Source: an optimization exercise on an open RTL-to-GDS flow (aim: small area, a short achievable clock period and few clock cycles per item). Production flows keep margins and buffers that such runs may drop.
Power figures rest on the tool's default switching activity, not on a simulated workload.

==> flow/design.v <==
module olidx_voice_codec (
    input  wire       clk,
    input  wire       rst,         
    input  wire       in_valid,
    output wire       in_ready,
    input  wire [7:0] in_data,
    input  wire       in_unpack,   
    output wire       out_valid,
    input  wire       out_ready,
    output wire [7:0] out_data,
    output wire       out_last,
    output wire [6:0] out_chk
);
    function automatic dec_cons(input m, input v, input [4:0] s);
        begin
            if (!v && !m)     dec_cons = (s <= 5'd20);
            else if (!v)      dec_cons = !(s == 5'd11 || s == 5'd14 || s == 5'd17 || s == 5'd20);
            else if (!m)      dec_cons = 1'b1;
            else              dec_cons = !(s == 5'd9 || s == 5'd15 || s == 5'd16);
        end
    endfunction
    function automatic dec_prod(input m, input v, input [4:0] s);
        begin
            if (!v && !m)     dec_prod = !(s == 5'd11 || (s >= 5'd13 && s <= 5'd19));
            else if (!v)      dec_prod = 1'b1;
            else if (!m)      dec_prod = !(s == 5'd9 || s == 5'd15 || s == 5'd16);
            else              dec_prod = 1'b1;
        end
    endfunction
    reg        mode;        
    reg  [2:0] sec;         
    reg  [4:0] k;           
    reg  [2:0] hb;          
    reg  [4:0] hc;          
    reg  [7:0] hd;          
    reg  [5:0] he;          
    reg  [7:0] hf;          
    reg  [7:0] ir;
    reg        ir_u, ir_v;
    reg  [7:0] o_data;
    reg        o_v, o_last;
    reg        p_v, p_first, p_in_s;   
    reg  [6:0] ck;
    reg  [7:0] s_data;
    reg        s_v, s_last;
    reg        rdy;
    wire voice = (sec == 3'd6);
    wire first = (sec == 3'd0) && (k == 5'd0);
    wire lastb = voice && (k == 5'd28);
    wire cons  = dec_cons(mode, voice, k);
    wire prod  = dec_prod(mode, voice, k);
    wire need  = cons || (mode && (voice ? (k == 5'd9 || k == 5'd15 || k == 5'd16)
                                          : (k == 5'd11 || k == 5'd14 || k == 5'd17)));
    wire send  = voice ? (k == 5'd28) : (mode ? (k == 5'd20) : (k == 5'd24));
    wire go    = (!need || ir_v) && (!prod || !s_v);
    wire push  = go && prod;
    wire take  = go && cons;
    wire ld_o  = !o_v || out_ready;
    wire [2:0] sec_a  = send ? (voice ? 3'd0 : sec + 3'd1) : sec;
    wire [4:0] k_a    = send ? 5'd0 : k + 5'd1;
    wire [2:0] sec_n  = go ? sec_a : sec;
    wire [4:0] k_n    = go ? k_a : k;
    wire       cons_a = dec_cons(mode, sec_a == 3'd6, k_a);
    wire       prod_a = dec_prod(mode, sec_a == 3'd6, k_a);
    wire       cons_n = go ? cons_a : cons;
    wire       prod_n = go ? prod_a : prod;
    wire sv1  = !s_v && push && lastb;                        
    wire sv0  = s_v ? o_v : (push && (lastb || o_v));         
    wire irv1 = rdy || (ir_v && !take);                        
    wire irv0 = !rdy && ir_v && !take;                         
    wire ov1  = s_v || (push && !lastb);
    wire rd1  = cons_n && (!prod_n || !sv1);
    wire rd0  = cons_n && (!prod_n || !sv0);
    reg s_v_n, rdy_n, o_v_n, ir_v_n;
    always @* begin
        ir_v_n = in_valid ? irv1 : irv0;
        if (out_ready) begin
            s_v_n = sv1; o_v_n = ov1;
            rdy_n = !ir_v_n || rd1;
        end else begin
            s_v_n = sv0; o_v_n = o_v || ov1;
            rdy_n = !ir_v_n || rd0;
        end
    end
    wire       ck_en = p_v && !(o_v && o_last);
    wire [6:0] ck_n  = (p_first ? 7'd0 : ck) - (p_in_s ? s_data[6:0] : o_data[6:0]);
    wire       in_s1 = lastb;
    wire       in_s0 = lastb || o_v;
    reg [7:0] b;
    always @* begin
        b = ir;
        if (!mode && !voice) begin
            case (k)
                5'd12: b = {4'b0, ir[1:0], hb[1:0]};
                5'd20: b = {1'b0, ir[3:0], hb};
                5'd21: b = {3'b0, hc};
                5'd22: b = hd;
                5'd23: b = {2'b0, he};
                5'd24: b = hf;
                default: b = ir;
            endcase
        end else if (!mode) begin
            case (k)
                5'd8:  b = {3'b0, ir[4:0]};
                5'd10: b = {4'b0, ir[0], hb};
                5'd17: b = {1'b0, ir[2:0], hd[2:0], hc[2]};
                default: b = ir;
            endcase
        end else if (!voice) begin
            case (k)
                5'd11: b = {6'b0, ir[1:0]};
                5'd12: b = {6'b0, ir[3:2]};
                5'd13: b = {5'b0, ir[2:0]};
                5'd14: b = {6'b0, ir[1:0]};
                5'd15: b = {5'b0, ir[4:2]};
                5'd17: b = {7'b0, ir[0]};
                5'd18: b = {3'b0, ir[5:1]};
                5'd20: b = {4'b0, hd[6:3]};
                default: b = ir;
            endcase
        end else begin
            case (k)
                5'd8:  b = {3'b0, ir[4:0]};
                5'd9:  b = {5'b0, ir[2:0]};
                5'd10: b = {7'b0, ir[3]};
                5'd15: b = {7'b0, ir[0]};
                5'd16: b = {5'b0, ir[3:1]};
                5'd17: b = {5'b0, ir[6:4]};
                default: b = ir;
            endcase
        end
    end
    always @(posedge clk) begin
        if (rdy) begin
            ir   <= in_data;
            ir_u <= in_unpack;
        end
        if (go && first)
            mode <= ir_u;
        if (rst) begin
            sec   <= 3'd0;
            k     <= 5'd0;
            rdy   <= 1'b1;
            ir_v  <= 1'b0;
            s_v   <= 1'b0;
            o_v   <= 1'b0;
            p_v   <= 1'b0;
            ck    <= 7'd0;
        end else begin
            sec   <= sec_n;
            k     <= k_n;
            rdy   <= rdy_n;
            ir_v  <= ir_v_n;
            s_v   <= s_v_n;
            o_v   <= o_v_n;
            if (ck_en)
                ck <= ck_n;
            if (push) begin
                p_v     <= 1'b1;
                p_first <= first;
                p_in_s  <= out_ready ? in_s1 : in_s0;
            end else begin
                if (ck_en)
                    p_v <= 1'b0;
                if (ld_o)
                    p_in_s <= 1'b0;
            end
        end
    end
    always @(posedge clk) begin
        if (k == 5'd9 || k == 5'd11 || k == 5'd13) hb <= ir[2:0];
        if (k == 5'd14) hc[1:0] <= ir[1:0];
        if (k == 5'd15) hc[4:2] <= ir[2:0];
        if ((k == 5'd13 && mode) || (k == 5'd16 && !mode)) hd <= ir;
        if (k == 5'd17) he[0] <= ir[0];
        if (k == 5'd18) he[5:1] <= ir[4:0];
        if (k == 5'd19) hf <= ir;
    end
    always @(posedge clk) begin
        if (rst) begin
            o_data <= 8'd0;
            o_last <= 1'b0;
        end else if (ld_o) begin
            o_data <= s_v ? s_data : b;
            o_last <= s_v && s_last;
        end
        if (!s_v) begin
            s_data <= b;
            s_last <= lastb;
        end
    end
    assign in_ready  = rdy;
    assign out_valid = o_v;
    assign out_data  = o_data;
    assign out_last  = o_last;
    assign out_chk   = ck;
endmodule
==> flow/config.mk <==
export PLATFORM = sky130hd
export DESIGN_NAME = olidx_voice_codec
export DESIGN_NICKNAME = olidx_voice_codec
export VERILOG_FILES = /design/flow/design.v
export SDC_FILE = /design/flow/constraint.sdc
export NUM_CORES = 4
export LEC_CHECK = 0
export ABC_CLOCK_PERIOD_IN_PS = 2500
export CAP_MARGIN = 20
export CORE_MARGIN = 2
export CORE_UTILIZATION = 40
export CTS_BUF_LIST = sky130_fd_sc_hd__clkbuf_8
export PLACE_DENSITY = 0.6
export SETUP_SLACK_MARGIN = 5
export SLEW_MARGIN = 20
==> flow/constraint.sdc <==
create_clock -name core_clock -period 9.0 [get_ports {clk}]
set_input_delay 1.8000 -clock core_clock [delete_from_list [all_inputs] [get_ports {clk}]]
set_output_delay 1.8000 -clock core_clock [all_outputs]
set_load 0.01 [all_outputs]
standard.sh (not shown) runs the stock make flow with config.mk's settings and CLKGATE_MAP_FILE= SYNTH_SCRIPT=/design/flow/synth_recipe.tcl, a recipe that flattens the netlist after the stock synthesis.
==> flow/flow/run.sh <==
#!/bin/bash
# Standard ORFS layout (the standard.sh) with a tighter timing-repair
# target, no footprint restriction on resizing and plain buffers on the ports.
# The full make output goes to standard.log in this folder.
bash standard.sh SETUP_SLACK_MARGIN=6.3 MATCH_CELL_FOOTPRINT=0 'BUFFER_PORTS_ARGS=-buffer_cell sky130_fd_sc_hd__buf_2'  finish > standard.log 2>&1
The starting point ran to the end with no violations.
Rerun with:
--- a/flow/design.v
+++ b/flow/design.v
@@ -27,12 +27,13 @@
             else              dec_prod = 1'b1;
         end
     endfunction
     reg        mode;        
     reg  [2:0] sec;         
     reg  [4:0] k;           
+    reg        r_cons, r_prod, r_need, r_send;
     reg  [2:0] hb;          
     reg  [4:0] hc;          
     reg  [7:0] hd;          
     reg  [5:0] he;          
     reg  [7:0] hf;          
     reg  [7:0] ir;
@@ -44,27 +45,30 @@
     reg  [7:0] s_data;
     reg        s_v, s_last;
     reg        rdy;
     wire voice = (sec == 3'd6);
     wire first = (sec == 3'd0) && (k == 5'd0);
     wire lastb = voice && (k == 5'd28);
-    wire cons  = dec_cons(mode, voice, k);
-    wire prod  = dec_prod(mode, voice, k);
-    wire need  = cons || (mode && (voice ? (k == 5'd9 || k == 5'd15 || k == 5'd16)
-                                          : (k == 5'd11 || k == 5'd14 || k == 5'd17)));
-    wire send  = voice ? (k == 5'd28) : (mode ? (k == 5'd20) : (k == 5'd24));
+    wire cons  = r_cons;
+    wire prod  = r_prod;
+    wire need  = r_need;
+    wire send  = r_send;
     wire go    = (!need || ir_v) && (!prod || !s_v);
     wire push  = go && prod;
     wire take  = go && cons;
     wire ld_o  = !o_v || out_ready;
     wire [2:0] sec_a  = send ? (voice ? 3'd0 : sec + 3'd1) : sec;
     wire [4:0] k_a    = send ? 5'd0 : k + 5'd1;
     wire [2:0] sec_n  = go ? sec_a : sec;
     wire [4:0] k_n    = go ? k_a : k;
-    wire       cons_a = dec_cons(mode, sec_a == 3'd6, k_a);
-    wire       prod_a = dec_prod(mode, sec_a == 3'd6, k_a);
+    wire       v_a    = (sec_a == 3'd6);
+    wire       cons_a = dec_cons(mode, v_a, k_a);
+    wire       prod_a = dec_prod(mode, v_a, k_a);
+    wire       need_a = cons_a || (mode && (v_a ? (k_a == 5'd9 || k_a == 5'd15 || k_a == 5'd16)
+                                                : (k_a == 5'd11 || k_a == 5'd14 || k_a == 5'd17)));
+    wire       send_a = v_a ? (k_a == 5'd28) : (mode ? (k_a == 5'd20) : (k_a == 5'd24));
     wire       cons_n = go ? cons_a : cons;
     wire       prod_n = go ? prod_a : prod;
     wire sv1  = !s_v && push && lastb;                        
     wire sv0  = s_v ? o_v : (push && (lastb || o_v));         
     wire irv1 = rdy || (ir_v && !take);                        
     wire irv0 = !rdy && ir_v && !take;                         
@@ -137,21 +141,31 @@
         end
         if (go && first)
             mode <= ir_u;
         if (rst) begin
             sec   <= 3'd0;
             k     <= 5'd0;
+            r_cons <= 1'b1;              
+            r_prod <= 1'b1;
+            r_need <= 1'b1;
+            r_send <= 1'b0;
             rdy   <= 1'b1;
             ir_v  <= 1'b0;
             s_v   <= 1'b0;
             o_v   <= 1'b0;
             p_v   <= 1'b0;
             ck    <= 7'd0;
         end else begin
             sec   <= sec_n;
             k     <= k_n;
+            if (go) begin
+                r_cons <= cons_a;
+                r_prod <= prod_a;
+                r_need <= need_a;
+                r_send <= send_a;
+            end
             rdy   <= rdy_n;
             ir_v  <= ir_v_n;
             s_v   <= s_v_n;
             o_v   <= o_v_n;
             if (ck_en)
                 ck <= ck_n;
The new run completed with no timing, DRC or antenna violations.
Wire length falls by 7.9%.
Non-clock buffer count is lower by 38.
Setup slack degrades by 0.018 ns.
Area after synthesis drops by about 1.3%.
Global-route usage goes down by 0.60 points.
Total power went up by about 14%.
Clock-buffer cell count climbs by 1.
Clock power falls by about 2%.
Function was not checked in any run of this note: the RTL went through the layout flow alone.

-- re-timing with driven ports --
No port has a modelled driver above. Below, the same layouts with a new extraction and two added sets of constraints.
Step 1 (the two cells are an assumption about what drives the block):
set clk [get_ports {clk}]
set_driving_cell -lib_cell sky130_fd_sc_hd__clkbuf_16 $clk
set_driving_cell -lib_cell sky130_fd_sc_hd__buf_2 [delete_from_list [all_inputs] $clk]
Step 2 adds t to the input delays and takes it off the output delays; t is the mean of the earliest and latest rising clock arrival at the registers after step 1. Input paths then give back, and output paths get back, about the clock's delay inside the block.
a / b / c = ideal / step 1 / step 2; a / b = the first two.
run | t (ns) | slack for setup (ns) | worst setup path at the end
the first run | 0.406 | 6.286 / 6.255 / 6.039 | input to register
the second run | 0.391 | 6.268 / 6.240 / 6.084 | input to register
After both steps every run listed still meets setup and hold. The setup slack of the first run, which loses most, moves by -0.031 ns with the drivers and by -0.247 ns with both steps.
